This design comes from an exercise in tuning for small area on the open sky130 flow, not from production work. The RTL was checked by simulation tests, not by an equivalence proof against the original design. In runs 3 and 4 the design's own scripts or RTL, not TritonCTS, make the clock network. The clock port is modelled as an ideal driver, which makes a skipped or thinned clock tree look cheaper than it is; a real chip needs a root buffer or a tree. Power and IR drop assume default switching activity.

<file path="flow/run.sh">
#!/bin/bash
# Layout flow: the standard flow, with these changes to how the layout is
# made (the design, clock and constraints are the design's):
#  1. after the standard synthesis, its combinational logic is mapped again
#     with an area-oriented ABC script (resynth.tcl); registers are kept as
#     the standard synthesis made them, with their names and cells;
#  2. combinational cells are set to their smallest drive strength and
#     buffers removed (downsize.tcl); placement's repair_design re-buffers
#     where needed;
#  3. each port gets a buf_1 as its port buffer;
#  4. the clock tree is built from clkbuf_4 cells with small sink clusters.
# Each tool's output goes to a log file of its own in this folder.
set -euo pipefail
R=orfs/results/${FLOW_PLATFORM}/mucom_codec/base
bash standard.sh synth > log_synth.txt 2>&1
cp $R/1_2_yosys.v $R/1_2_yosys_std.v
yosys -c flow/resynth.tcl > log_resynth.txt 2>&1
rm -f $R/1_synth.odb
bash standard.sh synth > log_synth_odb.txt 2>&1
openroad -no_init -exit flow/downsize.tcl > log_downsize.txt 2>&1
touch $R/1_synth.sdc
bash standard.sh finish \
  "BUFFER_PORTS_ARGS=-buffer_cell sky130_fd_sc_hd__buf_1" \
  "CTS_ARGS=-sink_clustering_enable -repair_clock_nets -dont_use_dummy_load -buf_list sky130_fd_sc_hd__clkbuf_4 -sink_clustering_size 10 -sink_clustering_max_diameter 50" \
  > log_finish.txt 2>&1
</file>
<file path="flow/downsize.tcl">
# Set every combinational cell of the synthesized netlist to the smallest
# drive strength of its function, and remove ABC's buffers. Registers keep
# their cells.
set plat $::env(FLOW_HOME)/platforms/sky130hd
read_liberty $plat/lib/sky130_fd_sc_hd__tt_025C_1v80.lib
set R orfs/results/$::env(FLOW_PLATFORM)/mucom_codec/base
read_db $R/1_synth.odb
read_sdc $R/1_synth.sdc
remove_buffers
set n 0
foreach inst [get_cells *] {
  set m [get_property $inst ref_name]
  if {[regexp {^(sky130_fd_sc_hd__[a-z0-9]+)_([0-9]+)$} $m -> base drive]} {
    if {[string match "*df*" $base] || [string match "*dl*" $base] || [string match "*conb*" $base]} { continue }
    foreach d {1 0} {
      if {$d >= $drive} { break }
      set lc [get_lib_cells -quiet */${base}_$d]
      if {[llength $lc] > 0 && [get_property [lindex $lc 0] area] <= [get_property [get_lib_cells */$m] area]} {
        if {![catch {replace_cell $inst [lindex $lc 0]}]} { incr n; break }
      }
    }
  }
}
puts "downsized $n cells"
write_db $R/1_synth.odb
</file>
<file path="flow/resynth.abc">
strash
ifraig
dch -f
map -a
strash
dch -f
map -a
strash
dch -f
map -a
topo
</file>
<file path="flow/resynth.tcl">
# Re-map the combinational logic of the standard synthesis netlist with an
# area-oriented ABC script. Registers (and their instance names and cells) are
# kept as they are: their cell modules stay separate while the rest of the
# cells are flattened into logic for ABC.
yosys -import
set lib $::env(FLOW_HOME)/platforms/sky130hd/lib/sky130_fd_sc_hd__tt_025C_1v80.lib
set R orfs/results/$::env(FLOW_PLATFORM)/mucom_codec/base
read_liberty -ignore_miss_func $lib
read_verilog $R/1_2_yosys_std.v
hierarchy -top $::env(FLOW_TOP)
setattr -mod -set keep_hierarchy 1 sky130_fd_sc_hd__*df* sky130_fd_sc_hd__*dl* sky130_fd_sc_hd__conb_*
flatten
yosys rename -hide w:*.*
opt_clean -purge
abc -liberty $lib -script [pwd]/flow/resynth.abc \
  -dont_use sky130_fd_sc_hd__probe_p_8 -dont_use sky130_fd_sc_hd__probec_p_8 \
  -dont_use sky130_fd_sc_hd__lpflow_*
opt_clean -purge
splitnets
opt_clean -purge
hilomap -singleton -hicell sky130_fd_sc_hd__conb_1 HI -locell sky130_fd_sc_hd__conb_1 LO
insbuf -buf sky130_fd_sc_hd__buf_4 A X
blackbox sky130_fd_sc_hd__*
stat -liberty $lib
write_verilog -noattr -nohex -nodec $R/1_2_yosys.v
</file>
<file path="standard.sh">
#!/bin/bash
# synth_recipe.tcl (not shown) runs the flow's synth.tcl, then flattens the netlist and writes it again
# the make line also repeats each setting of config.mk as NAME=value (left out here)
make -C /OpenROAD-flow-scripts/flow DESIGN_CONFIG=/design/flow/config.mk WORK_HOME=/design/flow/orfs CLKGATE_MAP_FILE= SYNTH_SCRIPT=/design/flow/synth_recipe.tcl "${@:-finish}"
</file>
<file path="config.mk">
export PLATFORM = sky130hd
export DESIGN_NAME = mucom_codec
export DESIGN_NICKNAME = mucom_codec
export VERILOG_FILES = /design/flow/design.v
export SDC_FILE = /design/flow/constraint.sdc
export NUM_CORES = 4
export LEC_CHECK = 0
export ABC_AREA = 1
export CAP_MARGIN = 20
export CORE_MARGIN = 2
export CORE_UTILIZATION = 40
export SLEW_MARGIN = 20
</file>
<file path="constraint.sdc">
create_clock -name core_clock -period 10.0 [get_ports {clk}]
set_input_delay 2.0000 -clock core_clock [delete_from_list [all_inputs] [get_ports {clk}]]
set_output_delay 2.0000 -clock core_clock [all_outputs]
set_load 0.01 [all_outputs]
</file>
<file path="design.v">
module mucom_codec (
    input  wire        clk,
    input  wire        rst,
    input  wire        rx_valid,
    input  wire [7:0]  rx_byte,
    input  wire        rx_clear,
    output wire        disp_valid,
    output wire [1:0]  disp_kind,
    output wire [3:0]  disp_dcnt,
    output wire [71:0] disp_data,
    output wire        rsp_done,
    output wire [3:0]  rsp_dcnt,
    output wire [71:0] rsp_data,
    input  wire        tx_valid,
    output wire        tx_ready,
    input  wire [1:0]  tx_kind,
    input  wire [2:0]  tx_cntf,
    input  wire [71:0] tx_data,
    output wire        out_valid,
    output wire [7:0]  out_byte,
    input  wire        out_ready
);
    function [3:0] pos;
        input integer j;
        integer k;
        begin
            pos = 4'b0110;
            for (k = 0; k < j; k = k + 1)
                pos = step(pos);
        end
    endfunction
    function [3:0] step;
        input [3:0] s;
        step = {s[2:0], ~(s[3] & s[2])};
    endfunction
    function [3:0] lastpos;
        input [1:0] k;
        input [2:0] c;
        begin
            if (k == 2'b01)
                lastpos = 4'b1101;            
            else
                case (c)
                    3'd0:    lastpos = 4'b1010;    
                    3'd1:    lastpos = 4'b1011;    
                    3'd2:    lastpos = 4'b0111;    
                    3'd3:    lastpos = 4'b1111;    
                    3'd4:    lastpos = 4'b1110;    
                    3'd5:    lastpos = 4'b1100;    
                    3'd6:    lastpos = 4'b1000;    
                    default: lastpos = 4'b0001;    
                endcase
        end
    endfunction
    localparam [3:0] RX_IDLE = 4'b0000;
    localparam [3:0] RX_DONE = 4'b0010;    
    reg  [3:0]  cnt;          
    reg  [76:0] w;            
    reg  [71:0] rsp_s;        
    reg  [2:0]  rsp_cntf;
    wire [1:0]  kind = w[76:75];
    wire [2:0]  cntf = w[74:72];
    wire        open     = cnt[3] | cnt[2] | cnt[0];
    wire        done     = cnt[1] & ~open;
    wire        take     = rx_valid & ~rx_clear;
    wire        rx_start = take & rx_byte[7];
    wire        rx_cont  = take & ~rx_byte[7] & open;
    wire        complete = rx_cont & (cnt == lastpos(kind, cntf));
    wire        is_rsp   = (kind == 2'b10);
    reg  [76:0] w_next;
    integer j;
    always @(*) begin
        for (j = 0; j < 11; j = j + 1) begin
            if (j == 0)
                w_next[76 -: 7] = ({7{rx_start}} & rx_byte[6:0]) |
                                  ({7{~rx_start}} & w[76 -: 7]);
            else
                w_next[76 - 7*j -: 7] = ({7{rx_cont & (cnt == pos(j))}} & rx_byte[6:0]) |
                                        ({7{~(rx_cont & (cnt == pos(j)))}} & w[76 - 7*j -: 7]);
        end
    end
    always @(posedge clk) begin
        w <= w_next;
        if (complete & is_rsp) begin
            rsp_s    <= w_next[71:0];
            rsp_cntf <= cntf;
        end
    end
    always @(posedge clk) begin
        if (rst | rx_clear)
            cnt <= RX_IDLE;
        else if (rx_start)
            cnt <= pos(1);
        else if (rx_cont)
            cnt <= complete ? RX_DONE : step(cnt);
        else if (!open)
            cnt <= RX_IDLE;
    end
    assign disp_valid = done & ~is_rsp;
    assign rsp_done   = done & is_rsp;
    assign disp_kind  = kind;
    assign disp_dcnt  = {1'b0, cntf} + 4'd1;
    assign rsp_dcnt   = {1'b0, rsp_cntf} + 4'd1;
    genvar g;
    generate
        for (g = 0; g < 9; g = g + 1) begin : unpack
            assign disp_data[8*g +: 8] = w[71 - 8*g -: 8];
            assign rsp_data[8*g +: 8]  = rsp_s[71 - 8*g -: 8];
        end
    endgenerate
    reg  [3:0]  txpos;        
    reg  [76:0] t;            
    wire        busy    = |txpos;
    wire [1:0]  t_kind  = t[76:75];
    wire [2:0]  t_cntf  = t[74:72];
    wire        at_last = (txpos == lastpos(t_kind, t_cntf));
    wire [71:0] tx_s;
    generate
        for (g = 0; g < 9; g = g + 1) begin : pack
            assign tx_s[71 - 8*g -: 8] = tx_data[8*g +: 8];
        end
    endgenerate
    always @(posedge clk) begin
        if (!busy)
            t <= {tx_kind, tx_cntf, tx_s};
    end
    reg  [6:0]  chunk;
    reg  [6:0]  padmask;      
    integer c;
    always @(*) begin
        chunk = 7'd0;
        for (c = 0; c < 11; c = c + 1)
            if (txpos == pos(c))
                chunk = t[76 - 7*c -: 7];
        padmask = 7'h7f;
        if (at_last) begin
            if (txpos == pos(1)) padmask = 7'h7e;    
            if (txpos == pos(4)) padmask = 7'h40;    
            if (txpos == pos(5)) padmask = 7'h60;    
            if (txpos == pos(6)) padmask = 7'h70;    
            if (txpos == pos(7)) padmask = 7'h78;    
            if (txpos == pos(8)) padmask = 7'h7c;    
            if (txpos == pos(9)) padmask = 7'h7e;    
        end
    end
    assign tx_ready  = !busy;
    assign out_valid = busy;
    assign out_byte  = {txpos == pos(0), chunk & padmask};
    always @(posedge clk) begin
        if (rst)
            txpos <= 4'd0;
        else if (!busy) begin
            if (tx_valid)
                txpos <= pos(0);
        end else if (out_ready)
            txpos <= at_last ? 4'd0 : step(txpos);
    end
endmodule
</file>
==> Flow_metrics.wiki, run 1 <==
{| class="wikitable"
! Metric !! Value
|-
| Slew @ Worst Pin || 1.00 ns
|-
| Area of the mapped netlist || 8070 um^2
|-
| Total setup violations reported at the end of the flow || 0
|-
| Clock latency on the worst-skew pair || 0.68 ns
|-
| Number of primary I/O pins || 257
|-
| Die height || 146 um
|-
| H-tree lvl count || 1
|-
| Total CTS buffers || 30
|-
| Reported leakage power || 3.25 nW
|-
| Cell area after layout || 9640 um^2
|-
| Internal power || 1.51 mW
|-
| Share of final-layout standard cells stronger than drive strength 1 || 4.14%
|-
| Net switching component of the power || 0.632 mW
|-
| Horizontal die dimension || 146 um
|-
| Number of buffers added on ports || 256
|-
| Total track usage || 19.7%
|-
| Setup crit end || out_byte[1]
|-
| Minimum setup slack among reg-to-reg paths || 6.46 ns
|-
| Area growth syn-to-layout || 19.4%
|-
| Number of hold buffers added after CTS || 0
|-
| Setup TNS Final || 0 ns
|-
| Die Area || 21,300 um^2
|-
| Share of the cycle needed by the critical path after routing || 53.3%
|-
| Clock tree from TritonCTS || built
|-
| Half-perimeter wire length after placement || 15,200 um
|-
| Comb power frac || 17.0%
|-
| Synthesized net count || 693
|-
| Initial antenna violation count || 2
|-
| Worst rel slew slack || 33.2%
|-
| Row cnt || 51
|-
| Max frequency || 188 MHz
|-
| Vias in the first global route || 5,789
|-
| Hold violation total from the final report || 0
|-
| Kind of end point of the critical path || primary output
|-
| Number of optimization iterations in the first detailed-route pass || 5
|-
| Core ar. || 19,700 um^2
|-
| Worst-case vdd ir drop || 0.207 mV
|-
| Residual DRC || 0
|-
| Clock-pin slew on the worst setup and hold paths || 0.11 ns
|-
| Startpoint of the most critical register-to-register path || cnt[0]
|-
| Worst-case clock skew || 0.0726 ns
|-
| Initial standard-cell utilization of the core || 41.1%
|-
| Switching portion of total power || 29.5%
|-
| Global-route wire length before repair || 32,700 um
|-
| Maximum capacitance violations || 0
|-
| Nets@finish || 986
|-
| Pin count of the biggest net entering global routing || 81
|-
| Synthesized netlist cell count || 602
|-
| Launching instance or port of the critical path || txpos[2]
|-
| Resize count post-CTS || 0
|-
| Clock sink count || 237
|-
| RSZ-0062 raised after global routing || false
|-
| Cell area power density || 222 nW/um^2
|-
| Sequential power share || 63.0%
|-
| DR iter-0 viols || 397
|-
| Buffer type at the clock tree root || sky130_fd_sc_hd__clkbuf_4
|-
| Mapped Avg Cell Area || 13.4 um^2
|-
| Endpoint required time on the critical path || 8.00 ns
|-
| Warnings from Yosys || 1
|-
| Min Clock Period, post-route || 5.33 ns
|-
| Via density per instance || 4.91
|-
| Postcts setup bufs || 0
|-
| Cells on worst reg2reg path || 10
|-
| Share of total power in the clock network || 20.0%
|-
| Critical path arrival || 3.33 ns
|-
| Routed WL per cell || 18.6 um
|-
| Max Root-Sink Buffers || 3
|-
| Remaining global-route overflow || 0
|-
| Kind of critical path || register to primary output
|-
| Outcome || timing/DRC/antenna clean
|-
| Type of element launching the critical path || register
|-
| Class of the worst hold path || register to register
|-
| CP Max Fanout || 8
|-
| Placed Area || 9410 um^2
|-
| Detailed-route wire length || 21,500 um
|-
| Final weighted congestion in routability-driven placement || 0.851
|-
| Via count of the routed design || 5,701
|-
| Capture point of the worst reg-to-reg path || rsp_s[4]
|-
| Count of pins over their slew limit || 0
|-
| Number of routed nets with antenna violations || 0
|}
==> through the flow <==
stage | utilization [%] | hold WS [ns] | worst slack (ns) | instances | total power [mW]
global route | 49.1 | 0.531 | 4.39 | 1160 | 2.26
detailed placement | 47.9 | 0.481 | 4.77 | 1128 | 1.74
CTS | 49.0 | 0.504 | 4.59 | 1158 | 2.16
floorplan | - | 0.459 | 2.98 | 602 | 1.60
global placement | 47.9 | 0.469 | 4.84 | 1128 | 1.73
finish | 49.1 | 0.501 | 4.67 | 1160 | 2.14
==> sequential cells by signal, indices dropped and copies added, names as in the netlist, named ones only <==
name,cells
rsp_s,72
rsp_cntf,3
w,72
cnt,4
txpos,4
t,77
==> cell type report <==
| type | count | area (um^2) |
|---|---|---|
| Fill cell | 1820 | 10000 |
| Sequential cell | 237 | 6320 |
| Multi-Input combinational cell | 318 | 1590 |
| Timing Repair Buffer | 261 | 998 |
| Tap cell | 265 | 332 |
| Clock buffer | 30 | 225 |
| Inverter | 47 | 176 |
| Antenna cell | 2 | 5.00 |
==> how the worst min path moves through the flow <==
stage	start	slack (ns)	depth (start not counted)	to
finish	w[29]	0.50	2	w[29]
detailed placement	w[41]	0.48	2	w[41]
floorplan	register	0.46	0	rsp_cntf[0]
CTS	w[29]	0.50	2	w[29]
global route	w[17]	0.53	2	w[17]
global placement	w[69]	0.47	2	w[69]
==> worst max-delay path, cell delays in order, from the launching register on <==
cell                       delay (ns)
sky130_fd_sc_hd__dfxtp_1         0.50
sky130_fd_sc_hd__clkinv_1        0.22
sky130_fd_sc_hd__nor2_1          0.26
sky130_fd_sc_hd__clkinv_1        0.21
sky130_fd_sc_hd__nor2_1          0.52
sky130_fd_sc_hd__a22oi_1         0.14
sky130_fd_sc_hd__nand3_1         0.17
sky130_fd_sc_hd__a21oi_1         0.06
sky130_fd_sc_hd__nand4_1         0.08
sky130_fd_sc_hd__o21ai_0         0.09
sky130_fd_sc_hd__a211oi_1        0.25
sky130_fd_sc_hd__buf_1           0.18
==> cells in the final DEF (no fill, tap or decap), types with 5 or more instances in the layout <==
master	instances
sky130_fd_sc_hd__a21oi_1	28
sky130_fd_sc_hd__a221oi_1	10
sky130_fd_sc_hd__a22oi_1	25
sky130_fd_sc_hd__buf_1	256
sky130_fd_sc_hd__buf_4	5
sky130_fd_sc_hd__clkbuf_4	30
sky130_fd_sc_hd__clkinv_1	46
sky130_fd_sc_hd__dfxtp_1	80
sky130_fd_sc_hd__edfxtp_1	157
sky130_fd_sc_hd__nand2_1	89
sky130_fd_sc_hd__nand3_1	17
sky130_fd_sc_hd__nor2_1	51
sky130_fd_sc_hd__nor3_1	8
sky130_fd_sc_hd__o21ai_0	66
==> power by group through the flow <==
stage               combinational (mW)  clock, mW  sequential (mW)
floorplan                        0.228          0             1.37
global placement                 0.364          0             1.37
detailed placement               0.368          0             1.37
CTS                              0.369      0.444             1.35
global route                     0.406      0.483             1.37
finish                           0.364      0.429             1.35
==> metal layers <==
layer / up-vias / share of wire [%] / GRT usage, %
li1: 2794 / - / -
met1: 2643 / 42 / 25.5
met2: 217 / 46 / 31.4
met3: 47 / 8.2 / 6.53
met4: 0 / 3.6 / 6.89
met5: - / 0 / 0
==> run 2, diff against run 1 <==
--- a/flow/run.sh
+++ b/flow/run.sh
@@ -3,5 +3,5 @@
 # made (the design, clock and constraints are the design's):
 #  1. after the standard synthesis, its combinational logic is mapped again
-#     with an area-oriented ABC script (resynth.tcl); registers are kept as
+#     with an area-oriented ABC script (resynth.tcl, resynth.abc); registers are kept as
 #     the standard synthesis made them, with their names and cells;
 #  2. combinational cells are set to their smallest drive strength and
==> flow/resynth.abc (replaced) <==
strash
ifraig
dch -f
amap
strash
dch -f
amap
strash
dch -f
amap
strash
dch -f
amap
topo
--- a/config.mk
+++ b/config.mk
@@ -9,4 +9,5 @@
 export CAP_MARGIN = 20
 export CORE_MARGIN = 2
-export CORE_UTILIZATION = 40
+export CORE_UTILIZATION = 60
+export GPL_TIMING_DRIVEN = 0
 export SLEW_MARGIN = 20
==> run 2 against run 1 <==
  * Design area about the same
  * Maximum frequency down 5.2%
  * Largest cell class unchanged
  * Non-clock buffer count up 9
  * Global-route usage up 7.9 points
  * Combinational power up 26%
  * Clock power down 6.8%
  * Cell count down 9.5%
  * Worst hold slack better by 0.0050 ns
  * Utilization up 24 points
  * Register-to-register slack worse by 0.15 ns
==> Flow_metrics.wiki, run 2 <==
{| class="wikitable"
! Metric !! Value
|-
| Final weighted congestion in routability-driven placement || 0.891
|-
| Via count of the routed design || 5,819
|-
| Vias in the first global route || 5,726
|-
| Share of final-layout standard cells stronger than drive strength 1 || 6.41%
|-
| Hold violation total from the final report || 0
|-
| Resize count post-CTS || 0
|-
| Minimum hold slack || 0.506 ns
|-
| Row cnt || 42
|-
| Synthesized netlist cell count || 576
|-
| Core ar. || 13,100 um^2
|-
| Pin count of the biggest net entering global routing || 29
|-
| Initial standard-cell utilization of the core || 61.1%
|-
| Count of pins over their slew limit || 0
|-
| Share of the cycle needed by the critical path after routing || 56.2%
|-
| Horizontal die dimension || 120 um
|-
| Final setup margin || 4.38 ns
|-
| Die height || 120 um
|-
| Most heavily used metal layer in global routing || met2
|-
| Fraction of met3 tracks used by global routing || 7.18%
|-
| Setup TNS Final || 0 ns
|-
| Reg area || 6320 um^2
|-
| Detailed-route wire length || 20,100 um
|-
| Postcts setup bufs || 0
|-
| Endpoint required time on the critical path || 8.00 ns
|-
| Min Clock Period, post-route || 5.62 ns
|-
| Max Root-Sink Buffers || 3
|-
| Met1 usage || 37.2%
|-
| Initial antenna violation count || 1
|-
| Critical path arrival || 3.62 ns
|-
| Area of combinational cells with multiple inputs || 1650 um^2
|-
| Synthesized net count || 667
|-
| Worst-case vdd ir drop || 0.137 mV
|-
| Type of element launching the critical path || register
|-
| Area growth syn-to-layout || 20.0%
|-
| Number of flip-flops in the largest register || 77
|-
| Most common cell after layout, fill and taps aside || sky130_fd_sc_hd__buf_1
|-
| Maximum capacitance violations || 0
|-
| Nets@finish || 966
|-
| Cell area after layout || 9630 um^2
|-
| DR iter-0 viols || 576
|-
| Worst-case clock skew || 0.0262 ns
|-
| Via density per instance || 5.54
|-
| Global-route track usage on met2 || 44.6%
|-
| Dpl ws || 4.37 ns
|-
| Mapped Avg Cell Area || 13.9 um^2
|-
| Biggest register || t
|-
| Warnings from Yosys || 1
|-
| Number of hold buffers added after CTS || 0
|-
| Total track usage || 27.6%
|-
| Number of primary I/O pins || 257
|-
| Cell area power density || 232 nW/um^2
|-
| RSZ-0062 raised after global routing || false
|-
| Number of filler cells placed in the layout || 952
|-
| Sum of internal, switching and leakage power || 2.24 mW
|-
| Routed WL per cell || 19.1 um
|-
| Highest-count cells in the layout ignoring fill and taps || sky130_fd_sc_hd__buf_1, sky130_fd_sc_hd__edfxtp_1, sky130_fd_sc_hd__nor2_1
|-
| CP Max Fanout || 6
|-
| Placed Area || 9420 um^2
|-
| Global-route wire length before repair || 29,900 um
|-
| Residual DRC || 0
|-
| Clock tree from TritonCTS || built
|-
| Reported leakage power || 3.12 nW
|-
| Number of optimization iterations in the first detailed-route pass || 5
|-
| Largest registers || t x77, rsp_s x72, w x72
|-
| Area of the mapped netlist || 8030 um^2
|-
| Clock sink count || 237
|-
| Total setup violations reported at the end of the flow || 0
|-
| Total CTS buffers || 27
|-
| Clock-pin slew on the worst setup and hold paths || 0.10 ns
|-
| Kind of end point of the critical path || primary output
|-
| Class of the worst hold path || register to register
|-
| Worst rel slew slack || 30.5%
|-
| Die Area || 14,300 um^2
|-
| Slew @ Worst Pin || 1.04 ns
|-
| Outcome || timing/DRC/antenna clean
|-
| Half-perimeter wire length after placement || 14,400 um
|-
| Clock latency on the worst-skew pair || 0.63 ns
|-
| Remaining global-route overflow || 0
|-
| Kind of critical path || register to primary output
|-
| H-tree lvl count || 1
|-
| Number of buffers added on ports || 256
|-
| Max frequency || 178 MHz
|-
| Number of routed nets with antenna violations || 0
|-
| Buffer type at the clock tree root || sky130_fd_sc_hd__clkbuf_4
|}
## run 2: final timing paths
check                              start           to  slack (ns)  cells after the start
worst min register to register     w[70]        w[70]        0.51                      2
worst max-delay path               t[72]  out_byte[1]        4.38                     11
worst max register to register  register    rsp_s[29]        6.31                     11
worst min-delay path               w[70]        w[70]        0.51                      2
## run 2: per-stage QoR
stage	utilization, %	cells
4_1_cts	73.2	1049
3_3_place_gp	70.1	1008
2_1_floorplan	-	576
3_5_place_dp	71.7	1022
5_1_grt	73.3	1050
6_report	73.3	1050
## run 2: cell type report
type,count,area share (%)
inverters,39,1.52
multi-input cells,300,17.1
flip-flops and latches,237,65.6
diodes,1,0.0260
repair buffers,270,11.4
well taps,176,2.29
clock buffers,27,2.10
## run 2: critical path: stages (launching register included)
cell	delay [ns]
sky130_fd_sc_hd__edfxtp_1	0.47
sky130_fd_sc_hd__clkinv_1	0.09
sky130_fd_sc_hd__o21ai_0	0.22
sky130_fd_sc_hd__nor2b_1	0.09
sky130_fd_sc_hd__nand2_1	0.07
sky130_fd_sc_hd__o21ai_0	0.09
sky130_fd_sc_hd__nor4_1	0.84
sky130_fd_sc_hd__clkinv_1	0.40
sky130_fd_sc_hd__nor2_1	0.31
sky130_fd_sc_hd__a41oi_1	0.07
sky130_fd_sc_hd__a21boi_0	0.14
sky130_fd_sc_hd__buf_1	0.19
## run 2: power breakdown
part / leakage (nW) / internal (mW) / switching, mW / total, mW
Sequential: 2.08 / 1.30 / 0.0848 / 1.38
Combinational: 0.911 / 0.150 / 0.307 / 0.458
Clock: 0.124 / 0.124 / 0.276 / 0.400
## run 2: metal layers
layer  part of all wire (%)  up-vias  routed length [um]
li1                       -     2745                   -
met1                     39     2756                7770
met2                     48      283                9660
met3                     11       35                2200
met4                    2.3        0                 470
met5                      0        -                   0
==> run 3, diff against run 2 <==
==> flow/run.sh (replaced) <==
#!/bin/bash
# Layout flow: the standard flow, with these changes to how the layout is
# made (the design, clock and constraints are the design's):
#  1. after the standard synthesis, its combinational logic is mapped again
#     with an area-oriented ABC script (resynth.tcl, resynth.abc); registers
#     are kept as the standard synthesis made them, with their names and cells;
#  2. combinational cells are set to their smallest drive strength and
#     buffers removed (downsize.tcl); placement's repair_design re-buffers
#     where needed;
#  3. each port gets a buf_1 as its port buffer;
#  4. the clock tree is built by cts.tcl in place of TritonCTS: balanced
#     groups of register clock pins, each driven by a clkbuf_4, all driven by
#     one clkbuf_16 root on the clock port.
# Each tool's output goes to a log file of its own in this folder.
set -euo pipefail
R=orfs/results/${FLOW_PLATFORM}/mucom_codec/base
bash standard.sh synth > log_synth.txt 2>&1
cp $R/1_2_yosys.v $R/1_2_yosys_std.v
yosys -c flow/resynth.tcl > log_resynth.txt 2>&1
rm -f $R/1_synth.odb
bash standard.sh synth > log_synth_odb.txt 2>&1
openroad -no_init -exit flow/downsize.tcl > log_downsize.txt 2>&1
touch $R/1_synth.sdc
bash standard.sh place "BUFFER_PORTS_ARGS=-buffer_cell sky130_fd_sc_hd__buf_1" > log_place.txt 2>&1
CTS_GROUP=11 CTS_SLEW=0.115 openroad -no_init -exit flow/cts.tcl > log_cts.txt 2>&1
bash standard.sh finish "BUFFER_PORTS_ARGS=-buffer_cell sky130_fd_sc_hd__buf_1" > log_finish.txt 2>&1
==> flow/cts.tcl (new file) <==
# Clock tree: the register clock pins are split by recursive bisection of
# their placed positions into balanced groups of at most CTS_GROUP pins; each
# group is driven by a clkbuf_4 placed at the group's centroid (a clkbuf_8
# where the clkbuf_4 would leave the pins' slew above CTS_SLEW), and all these
# leaf buffers by one clkbuf_16 root at their centroid, driven by the clock
# port. Every register sees the same two buffer levels.
set plat $::env(FLOW_HOME)/platforms/$::env(FLOW_PLATFORM)
read_liberty $plat/lib/sky130_fd_sc_hd__tt_025C_1v80.lib
set R orfs/results/$::env(FLOW_PLATFORM)/mucom_codec/base
read_db $R/3_place.odb
read_sdc $R/3_place.sdc
source $plat/setRC.tcl
set group [expr {[info exists ::env(CTS_GROUP)] ? $::env(CTS_GROUP) : 12}]

set db [ord::get_db]
set block [ord::get_db_block]
set clk [$block findNet clk]

set sinks {}
foreach it [$clk getITerms] {
  set inst [$it getInst]
  set m [$inst getMaster]
  set loc [$inst getLocation]
  lappend sinks [list [expr {[lindex $loc 0] + [$m getWidth] / 2}] \
                      [expr {[lindex $loc 1] + [$m getHeight] / 2}] $it]
}

proc spread {pts idx} {
  set v [lsort -integer [lmap p $pts {lindex $p $idx}]]
  return [expr {[lindex $v end] - [lindex $v 0]}]
}
proc part {pts k} {
  if {$k <= 1} { return [list $pts] }
  set idx [expr {[spread $pts 0] >= [spread $pts 1] ? 0 : 1}]
  set s [lsort -integer -index $idx $pts]
  set k1 [expr {$k / 2}]
  set n1 [expr {int(round(double([llength $pts]) * $k1 / $k))}]
  return [concat [part [lrange $s 0 [expr {$n1 - 1}]] $k1] \
                 [part [lrange $s $n1 end] [expr {$k - $k1}]]]
}
set k [expr {([llength $sinks] + $group - 1) / $group}]
set clusters [part $sinks $k]

set leafm [$db findMaster sky130_fd_sc_hd__clkbuf_4]
set rootm [$db findMaster sky130_fd_sc_hd__clkbuf_16]
set trunk [odb::dbNet_create $block clknet_root]
$trunk setSigType CLOCK
set i 0
set sx 0; set sy 0
foreach cl $clusters {
  set cx 0; set cy 0
  foreach p $cl { incr cx [lindex $p 0]; incr cy [lindex $p 1] }
  set cx [expr {$cx / [llength $cl]}]; set cy [expr {$cy / [llength $cl]}]
  incr sx $cx; incr sy $cy
  set b [odb::dbInst_create $block $leafm clkbuf_leaf_$i]
  $b setLocation [expr {$cx - [$leafm getWidth] / 2}] [expr {$cy - [$leafm getHeight] / 2}]
  $b setPlacementStatus PLACED
  set n [odb::dbNet_create $block clknet_leaf_$i]
  $n setSigType CLOCK
  foreach p $cl {
    set it [lindex $p 2]
    $it disconnect
    $it connect $n
  }
  [$b findITerm X] connect $n
  [$b findITerm A] connect $trunk
  puts "leaf $i: [llength $cl] sinks at ($cx, $cy)"
  incr i
}
set r [odb::dbInst_create $block $rootm clkbuf_root]
$r setLocation [expr {$sx / $i - [$rootm getWidth] / 2}] [expr {$sy / $i - [$rootm getHeight] / 2}]
$r setPlacementStatus PLACED
[$r findITerm A] connect $clk
[$r findITerm X] connect $trunk

global_connect
detailed_placement
check_placement -verbose
set_propagated_clock [all_clocks]
estimate_parasitics -placement

# a leaf whose register clock pins come out slower than CTS_SLEW (ns) at
# this estimate gets a clkbuf_8 instead
set limit [expr {[info exists ::env(CTS_SLEW)] ? $::env(CTS_SLEW) : 0.110}]
set bigm [$db findMaster sky130_fd_sc_hd__clkbuf_8]
for {set j 0} {$j < $i} {incr j} {
  set worst 0
  foreach it [[$block findNet clknet_leaf_$j] getITerms] {
    if {[[$it getMTerm] getName] != "CLK"} { continue }
    set p [get_pins [[$it getInst] getName]/CLK]
    set s [get_property $p slew_max]
    if {$s > $worst} { set worst $s }
  }
  if {$worst > $limit} {
    puts "leaf $j: clock-pin slew $worst, using clkbuf_8"
    [$block findInst clkbuf_leaf_$j] swapMaster $bigm
  }
}
detailed_placement
check_placement -verbose
estimate_parasitics -placement
set mx 0
foreach p [get_pins -hierarchical */CLK] {
  set s [get_property $p slew_max]
  if {$s > $mx} { set mx $s }
}
puts "leaf buffers: $i, largest register clock-pin slew (placement estimate): $mx"
report_clock_skew
report_worst_slack -max
report_worst_slack -min
unset_propagated_clock [all_clocks]
write_db $R/4_1_cts.odb
write_sdc -no_timestamp $R/4_cts.sdc
==> flow/resynth.abc (replaced) <==
strash
ifraig
dch -f
map -a
strash
dch -f
map -a
strash
dch -f
map -a
topo
--- a/config.mk
+++ b/config.mk
@@ -10,4 +10,3 @@
 export CORE_MARGIN = 2
 export CORE_UTILIZATION = 60
-export GPL_TIMING_DRIVEN = 0
 export SLEW_MARGIN = 20
==> run 3 against run 2 <==
  * Critical path depth up 1
  * Synthesized cell count up 4.5%
  * Critical path type is now primary input to register
  * Wire length down 2.1%
  * Cell count up 1.1%
  * Register-to-register slack worse by 0.02 ns
  * Worst hold slack worse by 0.0065 ns
  * Critical endpoint is now rsp_s[51]
==> Flow_metrics.wiki, run 3 <==
{| class="wikitable"
! Metric !! Value
|-
| Outcome || timing/DRC/antenna clean
|-
| Nets@finish || 979
|-
| Half-perimeter wire length after placement || 14,100 um
|-
| Detailed-route wire length || 19,700 um
|-
| Residual DRC || 0
|-
| Max frequency || 192 MHz
|-
| Die height || 120 um
|-
| Type of element launching the critical path || primary input
|-
| Cell chain of the critical path || buf_1, clkinv_1, nand2_1, nor2_1, clkinv_1, nor2_1, clkinv_1, a21oi_1, o221ai_1, a2111o_1, nor2_4, buf_4
|-
| Final setup margin || 4.78 ns
|-
| Kind of critical path || primary input to register
|-
| Number of buffers added on ports || 256
|-
| Initial standard-cell utilization of the core || 61.2%
|-
| Setup TNS Final || 0 ns
|-
| Area growth syn-to-layout || 17.7%
|-
| Pin count of the biggest net entering global routing || 81
|-
| Initial antenna violation count || 0
|-
| Count of pins over their slew limit || 0
|-
| Sum of internal, switching and leakage power || 2.11 mW
|-
| Clock-pin slew on the worst setup and hold paths || 0.08 ns
|-
| Share of the cycle needed by the critical path after routing || 52.2%
|-
| Vias in the first global route || 5,583
|-
| Number of optimization iterations in the first detailed-route pass || 5
|-
| Warnings from Yosys || 1
|-
| Synthesized netlist cell count || 602
|-
| Share of final-layout standard cells stronger than drive strength 1 || 3.39%
|-
| Remaining global-route overflow || 0
|-
| Global-route wire length before repair || 29,400 um
|-
| Number of primary I/O pins || 257
|-
| Cell area power density || 222 nW/um^2
|-
| Area of the mapped netlist || 8070 um^2
|-
| RSZ-0062 raised after global routing || false
|-
| Maximum capacitance violations || 0
|-
| Number of flip-flops in the largest register || 77
|-
| Worst-case clock skew || 0.0363 ns
|-
| Maximum cell stage delay along the critical path || 0.72 ns
|-
| Minimum setup slack among reg-to-reg paths || 6.29 ns
|-
| Placed cells || 1,039
|-
| Hold violation total from the final report || 0
|-
| Cell depth of the worst hold path || 2
|-
| Total setup violations reported at the end of the flow || 0
|-
| Row cnt || 42
|-
| Die Area || 14,400 um^2
|-
| Horizontal die dimension || 120 um
|-
| Highest-count cells in the layout ignoring fill and taps || sky130_fd_sc_hd__buf_1, sky130_fd_sc_hd__edfxtp_1, sky130_fd_sc_hd__nand2_1
|-
| Number of routed nets with antenna violations || 0
|-
| Most common cell type on the critical path || sky130_fd_sc_hd__clkinv_1
|-
| Kind of end point of the critical path || register
|-
| Endpoint required time on the critical path || 10.03 ns
|-
| Mapped Avg Cell Area || 13.4 um^2
|-
| Worst-case vdd ir drop || 0.500 mV
|-
| Dpl ws || 4.40 ns
|-
| Slew @ Worst Pin || 0.976 ns
|-
| Total track usage || 26.4%
|-
| Worst rel slew slack || 35.0%
|-
| Largest registers || t x77, rsp_s x72, w x72
|-
| Ant. Diodes || 0
|-
| Synthesized net count || 693
|-
| Critical path arrival || 5.24 ns
|-
| Class of the worst hold path || register to register
|-
| Most common cell after layout, fill and taps aside || sky130_fd_sc_hd__buf_1
|-
| Reported leakage power || 3.23 nW
|-
| Number of filler cells placed in the layout || 1,022
|-
| Final weighted congestion in routability-driven placement || 0.909
|-
| Clock latency on the worst-skew pair || 0.42 ns
|-
| Core ar. || 13,200 um^2
|-
| Biggest register || t
|-
| Via count of the routed design || 5,909
|-
| Final standard cell count with taps included and fillers excluded || 1,062
|-
| DR iter-0 viols || 521
|-
| Slowest library cell on the worst path || sky130_fd_sc_hd__nor2_4
|-
| Min Clock Period, post-route || 5.22 ns
|-
| Via density per instance || 5.56
|-
| Cells on worst reg2reg path || 10
|-
| CP Max Fanout || 45
|-
| Routed WL per cell || 18.5 um
|}
-- run 3: area by class of cell --
type,count,area [um^2],share of cell area [%]
repair buffers,261,998,10.5
plain buffers,23,203,2.13
inverters,47,176,1.86
flip-flops and latches,237,6320,66.5
multi-input cells,318,1590,16.7
well taps,176,220,2.32
-- run 3: power by group --
| part | internal (mW) | switching, mW | leakage [nW] |
|---|---|---|---|
| combinational | 0.0935 | 0.268 | 0.853 |
| sequential | 1.28 | 0.0689 | 2.26 |
| clock | 0.129 | 0.267 | 0.119 |
-- run 3: critical path, delay by kind of cell --
| kind | cells | cell delay, ns |
|---|---|---|
| AND/OR/NAND/NOR | 4 | 1.41 |
| buffers and inverters | 5 | 1.09 |
| AO/OA/AOI/OAI | 3 | 0.71 |
-- run 3: worst paths after layout --
kind / startpoint / endpoint
setup / recovery: rx_clear / rsp_s[51]
hold / removal: w[69] / w[69]
setup reg to reg: cnt[0] / rsp_s[51]
hold reg to reg: w[69] / w[69]
-- run 3: per-layer routing --
layer | vias to the layer above | part of all wire [%] | track usage (%) | wire [um]
met5 | - | 0 | 0 | 0
met4 | 0 | 2.7 | 5.88 | 533
li1 | 2762 | - | - | -
met3 | 31 | 10 | 5.80 | 2050
met2 | 316 | 46 | 42.6 | 9100
met1 | 2800 | 41 | 37.4 | 7990
-- run 3: metrics by stage --
step,util (%),cell area [um^2],hold WS [ns]
floorplan,-,8070,0.459
detailed placement,70.5,9300,0.481
finish,72.0,9500,0.499
global route,72.0,9500,0.527
global placement,70.5,9300,0.465
==> run 4, diff against run 3 <==
--- a/design.v
+++ b/design.v
@@ -125,26 +125,49 @@
             t <= {tx_kind, tx_cntf, tx_s};
     end
+    wire        p0 = txpos[0];
+    wire        p1 = txpos[1];
+    wire        p2 = txpos[2];
+    wire        p3 = txpos[3];
+    wire [10:0] sel;
+    assign sel[0]  = ~p3 &  p2 & ~p0;           
+    assign sel[1]  =  p3 & ~p1 &  p0;           
+    assign sel[2]  = ~p2 &  p1 & ~p0;           
+    assign sel[3]  = ~p3 &  p2 & ~p1;           
+    assign sel[4]  =  p3 & ~p2 &  p0;           
+    assign sel[5]  = ~p3 &  p1 &  p0;           
+    assign sel[6]  =  p3 &  p2 &  p1 &  p0;     
+    assign sel[7]  =  p3 &  p2 &  p1 & ~p0;     
+    assign sel[8]  =  p2 & ~p1 & ~p0;           
+    assign sel[9]  =  p3 & ~p2 & ~p1;           
+    assign sel[10] = ~p3 & ~p2 &  p0;           
+    wire        t_rreq = (t_kind == 2'b01);
+    wire [10:0] lastis;
+    assign lastis[0]  = 1'b0;
+    assign lastis[1]  = t_rreq;                         
+    assign lastis[2]  = 1'b0;
+    assign lastis[3]  = 1'b0;
+    assign lastis[4]  = ~t_rreq & (t_cntf == 3'd1);     
+    assign lastis[5]  = ~t_rreq & (t_cntf == 3'd2);     
+    assign lastis[6]  = ~t_rreq & (t_cntf == 3'd3);     
+    assign lastis[7]  = ~t_rreq & (t_cntf == 3'd4);     
+    assign lastis[8]  = ~t_rreq & (t_cntf == 3'd5);     
+    assign lastis[9]  = ~t_rreq & (t_cntf == 3'd6);     
+    assign lastis[10] = 1'b0;
+    wire [10:0] selx = sel & ~lastis;
+    localparam [76:0] PADCAN = {7'b0000000, 7'b0000001, 7'b0000000, 7'b0000000,
+                                7'b0111111, 7'b0011111, 7'b0001111, 7'b0000111,
+                                7'b0000011, 7'b0000001, 7'b0000000};
     reg  [6:0]  chunk;
-    reg  [6:0]  padmask;      
-    integer c;
+    integer c, b;
     always @(*) begin
         chunk = 7'd0;
         for (c = 0; c < 11; c = c + 1)
-            if (txpos == pos(c))
-                chunk = t[76 - 7*c -: 7];
-        padmask = 7'h7f;
-        if (at_last) begin
-            if (txpos == pos(1)) padmask = 7'h7e;    
-            if (txpos == pos(4)) padmask = 7'h40;    
-            if (txpos == pos(5)) padmask = 7'h60;    
-            if (txpos == pos(6)) padmask = 7'h70;    
-            if (txpos == pos(7)) padmask = 7'h78;    
-            if (txpos == pos(8)) padmask = 7'h7c;    
-            if (txpos == pos(9)) padmask = 7'h7e;    
-        end
+            for (b = 0; b < 7; b = b + 1)
+                chunk[b] = chunk[b] | ((PADCAN[76 - 7*c - 6 + b] ? selx[c] : sel[c])
+                                       & t[76 - 7*c - 6 + b]);
     end
     assign tx_ready  = !busy;
     assign out_valid = busy;
-    assign out_byte  = {txpos == pos(0), chunk & padmask};
+    assign out_byte  = {sel[0], chunk};
     always @(posedge clk) begin
         if (rst)
==> flow/run.sh (replaced) <==
#!/bin/bash
# Layout flow: the standard flow, with these changes to how the layout is
# made (the design, clock and constraints are the design's):
#  1. after the standard synthesis, out_byte[6:0] is hand-mapped as an AND-OR
#     array of a222oi/a22oi/nand4 cells (omux.py) and the rest of the
#     combinational logic is mapped again with an area-oriented ABC script
#     (resynth.tcl, resynth.abc); registers are kept as the standard
#     synthesis made them, with their names and cells; the result is proved
#     equal to the standard netlist (equiv.tcl) before it is used;
#  2. combinational cells are set to their smallest drive strength and
#     buffers removed (downsize.tcl); placement's repair_design re-buffers
#     where needed;
#  3. each port gets a buf_1 as its port buffer;
#  4. the clock tree is built by cts.tcl in place of TritonCTS: balanced
#     groups of register clock pins, each driven by a clkbuf_4, all driven by
#     one clkbuf_8 root on the clock port.
# Each tool's output goes to a log file of its own in this folder.
set -euo pipefail
R=orfs/results/${FLOW_PLATFORM}/mucom_codec/base
bash standard.sh synth > log_synth.txt 2>&1
cp $R/1_2_yosys.v $R/1_2_yosys_std.v
if python3 flow/omux.py $R/1_2_yosys_std.v $R/1_2_yosys_om.v > log_omux.txt 2>&1 &&
   RESYNTH_IN=$R/1_2_yosys_om.v yosys -c flow/resynth.tcl > log_resynth.txt 2>&1 &&
   yosys -c flow/equiv.tcl > log_equiv.txt 2>&1; then
  :
else
  # without the hand-mapped out_byte array; failing that, the standard netlist
  yosys -c flow/resynth.tcl > log_resynth_plain.txt 2>&1
  yosys -c flow/equiv.tcl > log_equiv_plain.txt 2>&1 || cp $R/1_2_yosys_std.v $R/1_2_yosys.v
fi
rm -f $R/1_synth.odb
bash standard.sh synth > log_synth_odb.txt 2>&1
openroad -no_init -exit flow/downsize.tcl > log_downsize.txt 2>&1
touch $R/1_synth.sdc
bash standard.sh place "BUFFER_PORTS_ARGS=-buffer_cell sky130_fd_sc_hd__buf_1" > log_place.txt 2>&1
CTS_GROUP=11 CTS_SLEW=0.115 CTS_ROOT=sky130_fd_sc_hd__clkbuf_8 openroad -no_init -exit flow/cts.tcl > log_cts.txt 2>&1
bash standard.sh finish "BUFFER_PORTS_ARGS=-buffer_cell sky130_fd_sc_hd__buf_1" > log_finish.txt 2>&1
--- a/flow/cts.tcl
+++ b/flow/cts.tcl
@@ -3,6 +3,6 @@
 # group is driven by a clkbuf_4 placed at the group's centroid (a clkbuf_8
 # where the clkbuf_4 would leave the pins' slew above CTS_SLEW), and all these
-# leaf buffers by one clkbuf_16 root at their centroid, driven by the clock
-# port. Every register sees the same two buffer levels.
+# leaf buffers by one root buffer (clkbuf_16, or CTS_ROOT) at their centroid,
+# driven by the clock port. Every register sees the same two buffer levels.
 set plat $::env(FLOW_HOME)/platforms/$::env(FLOW_PLATFORM)
 read_liberty $plat/lib/sky130_fd_sc_hd__tt_025C_1v80.lib
@@ -43,5 +43,5 @@
 
 set leafm [$db findMaster sky130_fd_sc_hd__clkbuf_4]
-set rootm [$db findMaster sky130_fd_sc_hd__clkbuf_16]
+set rootm [$db findMaster [expr {[info exists ::env(CTS_ROOT)] ? $::env(CTS_ROOT) : "sky130_fd_sc_hd__clkbuf_16"}]]
 set trunk [odb::dbNet_create $block clknet_root]
 $trunk setSigType CLOCK
==> flow/equiv.tcl (new file) <==
# Prove the re-mapped netlist equal to the standard synthesis netlist (the
# registers are the same cells with the same names).
yosys -import
set lib $::env(FLOW_HOME)/platforms/sky130hd/lib/sky130_fd_sc_hd__tt_025C_1v80.lib
set R orfs/results/$::env(FLOW_PLATFORM)/mucom_codec/base
read_liberty -ignore_miss_func $lib
read_verilog $R/1_2_yosys_std.v
yosys rename $::env(FLOW_TOP) gold
read_verilog $R/1_2_yosys.v
yosys rename $::env(FLOW_TOP) gate
flatten gold gate
opt_clean
equiv_make gold gate eq
hierarchy -top eq
equiv_simple -seq 2
equiv_induct
equiv_status -assert
==> flow/omux.py (new file) <==
#!/usr/bin/env python3
"""Hand-map out_byte[6:0] of the standard synthesis netlist.

The RTL computes out_byte[6:0] as an AND-OR of chunk selects and register
bits t[...]. ABC maps that as a mux tree; here it is replaced by its direct
form: per output bit three a222oi_1, one a22oi_1 and one nand4_1 over the
eleven (select, t bit) pairs. The selects themselves (module omsel, written
as RTL) are left for ABC to map. The old drivers of out_byte[6:0] are cut
off and removed as dead logic by resynth.tcl.

usage: omux.py IN.v OUT.v
"""
import re
import sys

src, dst = sys.argv[1], sys.argv[2]
s = open(src).read()

# chunk j's low PADS[j] bits can be pad bits (they use selx[j])
PADS = {1: 1, 4: 6, 5: 5, 6: 4, 7: 3, 8: 2, 9: 1}

top_end = s.index('endmodule')
top = s[:top_end]
for k in range(7):
    pat = re.compile(r'\.(Y|X)\(out_byte\[%d\]\)' % k)
    if len(pat.findall(top)) != 1:
        sys.exit('out_byte[%d]: expected one driver' % k)
    top = pat.sub(r'.\1(_obdead_%d_)' % k, top)

# the net on the Q pin of register bit NAME[i] (instance \\NAME[i]$...)
def qnet(name, i):
    m = re.search(r'\\%s\[%d\]\$\S*\s*\((.*?)\);' % (re.escape(name), i), top, re.S)
    if not m:
        sys.exit('register %s[%d] not found' % (name, i))
    q = re.search(r'\.Q\(([^()]*)\)', m.group(1))
    if not q:
        sys.exit('register %s[%d] has no Q' % (name, i))
    n = q.group(1).strip()
    return n + ' ' if n.startswith('\\') else n
T = [qnet('t', i) for i in range(77)]
P = [qnet('txpos', i) for i in range(4)]

decl = ''.join('  wire _obdead_%d_;\n' % k for k in range(7))
decl += '  wire [10:0] _oms_sel_;\n  wire [10:0] _oms_selx_;\n'
tbus = ', '.join(T[i] for i in range(76, -1, -1))
inst = (
    '  omsel u_omsel (.p({%s, %s, %s, %s}),\n' % (P[3], P[2], P[1], P[0]) +
    '    .t_kind({%s, %s}), .t_cntf({%s, %s, %s}),\n' % (T[76], T[75], T[74], T[73], T[72]) +
    '    .sel(_oms_sel_), .selx(_oms_selx_));\n'
    '  omarr u_omarr (.sel(_oms_sel_), .selx(_oms_selx_), .t({%s}),\n'
    '    .y({out_byte[6], out_byte[5], out_byte[4], out_byte[3], out_byte[2], out_byte[1], out_byte[0]}));\n'
    % tbus)
hdr_end = top.index(';') + 1          # end of the module header
top = top[:hdr_end] + '\n' + decl + top[hdr_end:] + inst

omsel = '''
module omsel(input [3:0] p, input [1:0] t_kind, input [2:0] t_cntf,
             output [10:0] sel, output [10:0] selx);
  assign sel[0]  = ~p[3] &  p[2] & ~p[0];
  assign sel[1]  =  p[3] & ~p[1] &  p[0];
  assign sel[2]  = ~p[2] &  p[1] & ~p[0];
  assign sel[3]  = ~p[3] &  p[2] & ~p[1];
  assign sel[4]  =  p[3] & ~p[2] &  p[0];
  assign sel[5]  = ~p[3] &  p[1] &  p[0];
  assign sel[6]  =  p[3] &  p[2] &  p[1] &  p[0];
  assign sel[7]  =  p[3] &  p[2] &  p[1] & ~p[0];
  assign sel[8]  =  p[2] & ~p[1] & ~p[0];
  assign sel[9]  =  p[3] & ~p[2] & ~p[1];
  assign sel[10] = ~p[3] & ~p[2] &  p[0];
  wire rreq = (t_kind == 2'b01);
  wire [10:0] lastis = {1'b0,
                        ~rreq & (t_cntf == 3'd6), ~rreq & (t_cntf == 3'd5),
                        ~rreq & (t_cntf == 3'd4), ~rreq & (t_cntf == 3'd3),
                        ~rreq & (t_cntf == 3'd2), ~rreq & (t_cntf == 3'd1),
                        1'b0, 1'b0, rreq, 1'b0};
  assign selx = sel & ~lastis;
endmodule
'''

cells = []
for b in range(7):
    terms = []
    for j in range(11):
        sname = ('selx[%d]' if b < PADS.get(j, 0) else 'sel[%d]') % j
        terms.append((sname, 't[%d]' % (70 - 7 * j + b)))
    ys = []
    for g, grp in enumerate([terms[0:3], terms[3:6], terms[6:9]]):
        y = 'n%d_%d' % (b, g)
        ys.append(y)
        cells.append('  sky130_fd_sc_hd__a222oi_1 g%d_%d (.A1(%s), .A2(%s), .B1(%s), .B2(%s), .C1(%s), .C2(%s), .Y(%s));'
                     % (b, g, grp[0][0], grp[0][1], grp[1][0], grp[1][1], grp[2][0], grp[2][1], y))
    y = 'n%d_3' % b
    ys.append(y)
    cells.append('  sky130_fd_sc_hd__a22oi_1 g%d_3 (.A1(%s), .A2(%s), .B1(%s), .B2(%s), .Y(%s));'
                 % (b, terms[9][0], terms[9][1], terms[10][0], terms[10][1], y))
    cells.append('  sky130_fd_sc_hd__nand4_1 g%d_4 (.A(%s), .B(%s), .C(%s), .D(%s), .Y(y[%d]));'
                 % (b, ys[0], ys[1], ys[2], ys[3], b))
wires = ''.join('  wire n%d_%d;\n' % (b, g) for b in range(7) for g in range(4))
omarr = ('\nmodule omarr(input [10:0] sel, input [10:0] selx, input [76:0] t, output [6:0] y);\n'
         + wires + '\n'.join(cells) + '\nendmodule\n')

open(dst, 'w').write(top + 'endmodule\n' + s[top_end + len('endmodule'):] + omsel + omarr)
==> flow/resynth.tcl (replaced) <==
# Re-map the combinational logic of the standard synthesis netlist with an
# area-oriented ABC script. Registers (and their instance names and cells) are
# kept as they are: their cell modules stay separate while the rest of the
# cells are flattened into logic for ABC. The input may also hold the
# hand-mapped out_byte array from omux.py (module omarr), which ABC does not
# touch, and its selects (module omsel), which ABC maps with the rest.
yosys -import
set lib $::env(FLOW_HOME)/platforms/sky130hd/lib/sky130_fd_sc_hd__tt_025C_1v80.lib
set R orfs/results/$::env(FLOW_PLATFORM)/mucom_codec/base
set in $R/1_2_yosys_std.v
if {[info exists ::env(RESYNTH_IN)]} { set in $::env(RESYNTH_IN) }
read_liberty -ignore_miss_func $lib
read_verilog $in
hierarchy -top $::env(FLOW_TOP)
setattr -mod -set keep_hierarchy 1 sky130_fd_sc_hd__*df* sky130_fd_sc_hd__*dl* sky130_fd_sc_hd__conb_* omarr
flatten $::env(FLOW_TOP)
yosys proc
yosys techmap
opt_clean
yosys rename -hide w:*.*
opt_clean -purge
abc -liberty $lib -script [pwd]/flow/resynth.abc \
  -dont_use sky130_fd_sc_hd__probe_p_8 -dont_use sky130_fd_sc_hd__probec_p_8 \
  -dont_use sky130_fd_sc_hd__lpflow_* $::env(FLOW_TOP)
opt_clean -purge
setattr -mod -unset keep_hierarchy omarr
blackbox sky130_fd_sc_hd__*
flatten
yosys rename -hide w:*.*
yosys rename -hide c:*.*
opt_clean -purge
splitnets
opt_clean -purge
hilomap -singleton -hicell sky130_fd_sc_hd__conb_1 HI -locell sky130_fd_sc_hd__conb_1 LO
insbuf -buf sky130_fd_sc_hd__buf_4 A X
stat -liberty $lib
write_verilog -noattr -nohex -nodec $R/1_2_yosys.v
==> run 4 against run 3 <==
  * First-iteration DRC count up 7.1%
  * Critical path type is now register to primary output
  * Area after synthesis down 1.0%
  * Worst hold slack better by 0.0052 ns
  * Sequential share of layout area up 0.71 points
  * Clock skew up 0.0011 ns
  * Utilization down 0.47 points
  * Sequential cell count unchanged
==> Flow_metrics.wiki, run 4 <==
{| class="wikitable"
! Metric !! Value
|-
| Type of element launching the critical path || register
|-
| Mapped Avg Cell Area || 13.9 um^2
|-
| Max frequency || 202 MHz
|-
| Critical path arrival || 2.94 ns
|-
| Outcome || timing/DRC/antenna clean
|-
| Most common cell after layout, fill and taps aside || sky130_fd_sc_hd__buf_1
|-
| Cell chain of the critical path || clkinv_1, nor2_1, nor2_1, nand2_1, clkinv_1, nor4_1, a222oi_1, nand4_1, buf_1
|-
| Share of final-layout standard cells stronger than drive strength 1 || 3.27%
|-
| Largest registers || t x77, rsp_s x72, w x72
|-
| Maximum cell stage delay along the critical path || 0.79 ns
|-
| Initial standard-cell utilization of the core || 60.8%
|-
| Total setup violations reported at the end of the flow || 0
|-
| Final weighted congestion in routability-driven placement || 0.925
|-
| Share of the cycle needed by the critical path after routing || 49.4%
|-
| Vias in the first global route || 5,621
|-
| Detailed-route wire length || 19,400 um
|-
| RSZ-0062 raised after global routing || false
|-
| Nets@finish || 950
|-
| Clock latency on the worst-skew pair || 0.51 ns
|-
| Half-perimeter wire length after placement || 13,800 um
|-
| Initial antenna violation count || 0
|-
| DR iter-0 viols || 558
|-
| Warnings from Yosys || 1
|-
| Endpoint required time on the critical path || 8.00 ns
|-
| Pin count of the biggest net entering global routing || 61
|-
| Number of filler cells placed in the layout || 989
|-
| Min Clock Period, post-route || 4.94 ns
|-
| CP Max Fanout || 5
|-
| Total track usage || 26.6%
|-
| Row cnt || 42
|-
| Maximum capacitance violations || 0
|-
| Slowest library cell on the worst path || sky130_fd_sc_hd__nor4_1
|-
| Ant. Diodes || 0
|-
| Number of optimization iterations in the first detailed-route pass || 6
|-
| Worst-case clock skew || 0.0374 ns
|-
| Setup TNS Final || 0 ns
|-
| Count of pins over their slew limit || 0
|-
| Die Area || 14,300 um^2
|-
| Placed cells || 1,010
|-
| Area growth syn-to-layout || 17.7%
|-
| Global-route wire length before repair || 29,400 um
|-
| Residual DRC || 0
|-
| Cell area power density || 222 nW/um^2
|-
| Remaining global-route overflow || 0
|-
| Layout Utilization || 71.6%
|-
| Kind of critical path || register to primary output
|-
| Routed WL per cell || 18.8 um
|-
| Sum of internal, switching and leakage power || 2.09 mW
|-
| Cell depth of the worst hold path || 2
|-
| Slew @ Worst Pin || 1.03 ns
|-
| Reg area || 6320 um^2
|-
| Synthesized netlist cell count || 575
|-
| Capture point of the worst reg-to-reg path || rsp_s[11]
|-
| Highest-count cells in the layout ignoring fill and taps || sky130_fd_sc_hd__buf_1, sky130_fd_sc_hd__edfxtp_1, sky130_fd_sc_hd__nand2_1
|-
| Kind of end point of the critical path || primary output
|-
| Number of buffers added on ports || 256
|-
| Core ar. || 13,100 um^2
|-
| Via density per instance || 5.55
|-
| Number of flip-flops in the largest register || 77
|-
| Clock-pin slew on the worst setup and hold paths || 0.11 ns
|-
| Reported leakage power || 3.19 nW
|-
| Cells on worst reg2reg path || 11
|-
| Class of the worst hold path || register to register
|-
| Hold violation total from the final report || 0
|-
| Horizontal die dimension || 119 um
|-
| Largest delay contributor family on the critical path || simple AND/OR/NAND/NOR gates
|-
| Die height || 119 um
|-
| Total buffers and inverters traversed by the critical path || 3
|-
| Number of primary I/O pins || 257
|-
| Final standard cell count with taps included and fillers excluded || 1,033
|-
| Minimum setup slack among reg-to-reg paths || 6.25 ns
|-
| Worst-case vdd ir drop || 0.136 mV
|-
| Area of combinational cells with multiple inputs || 1570 um^2
|-
| Hold path start || w[42]
|-
| Worst rel slew slack || 30.7%
|-
| Area of the mapped netlist || 7990 um^2
|-
| Via count of the routed design || 5,734
|-
| End of the worst hold path || w[42]
|-
| Number of routed nets with antenna violations || 0
|-
| Synthesized net count || 666
|-
| Biggest register || t
|}
-- run 4: worst max path at each step --
stage                     startpoint           to  slack [ns]  cells after the start
after global routing           t[75]  out_byte[0]        4.82                      9
after detailed placement    rx_clear    rsp_s[42]        4.86                     11
after global placement      rx_clear    rsp_s[43]        5.04                     11
after floorplan             txpos[0]    out_valid        2.09                      2
final                          t[75]  out_byte[0]        5.06                      9
-- run 4: tightest hold or removal path: stages (launching register included) --
cell	delay, ns
sky130_fd_sc_hd__dfxtp_1	0.34
sky130_fd_sc_hd__nand2_1	0.05
sky130_fd_sc_hd__o21ai_0	0.08
-- run 4: routing by layer --
metal  track usage (%)  up-vias  routed length [um]
li1                  -     2703                   -
met1              37.9     2681                7860
met2              42.0      313                8910
met3              6.37       37                2150
met4              6.76        0                 495
met5                 0        -                   0
-- run 4: stage by stage --
step | instance area [um^2] | setup WS (ns) | hold slack (ns)
after floorplan | 8000 | 2.09 | 0.459
after global placement | 9220 | 5.04 | 0.465
after detailed placement | 9220 | 4.86 | 0.474
after global routing | 9400 | 4.82 | 0.525
final | 9400 | 5.06 | 0.505
-- run 4: cell type report --
cell class,instances,share of cell area (%)
Buffer,23,1.97
Timing Repair Buffer,259,10.5
Multi-Input combinational cell,303,16.7
Inverter,35,1.40
Sequential cell,237,67.2
Tap cell,176,2.34
-- run 4: where the power goes --
part / total, mW / switching, mW / internal [mW]
combinational: 0.387 / 0.277 / 0.111
sequential: 1.32 / 0.0728 / 1.25
clock: 0.380 / 0.266 / 0.114
total: 2.09 / 0.615 / 1.47

-- afterwards: timing with drivers on the ports --
How much do the figures lean on ideal ports? The routed layouts below were timed once more, with nothing changed but the port constraints. Step 1, drivers: a clkbuf_16 drives clk and a buf_2 each remaining input, both assumed. Step 2 times the ports against the registers' clock, not the clock port: input delays grow and output delays shrink by t, the midpoint of the rising clock arrivals with the driver on. Slacks: ideal / step 1 / step 2; pairs: ideal / step 1.
run | t, ns | slack for setup (ns) | hold WS [ns] | worst data-port slew with drivers (ns)
run 1 | 0.687 | 4.673 / 4.630 / 4.672 | 0.501 / 0.501 / 0.501 | 0.07
run 2 | 0.655 | 4.378 / 4.338 / 4.637 | 0.506 / 0.506 / 0.506 | 0.07
run 3 | 0.443 | 4.785 / 4.803 / 4.360 | 0.499 / 0.499 / 0.499 | 0.07
run 4 | 0.526 | 5.055 / 5.018 / 4.774 | 0.505 / 0.505 / 0.505 | 0.06
After both steps every run listed still meets setup and hold. For run 3, which loses most, drivers alone change the setup slack by +0.018 ns; drivers and shift together by -0.425 ns.
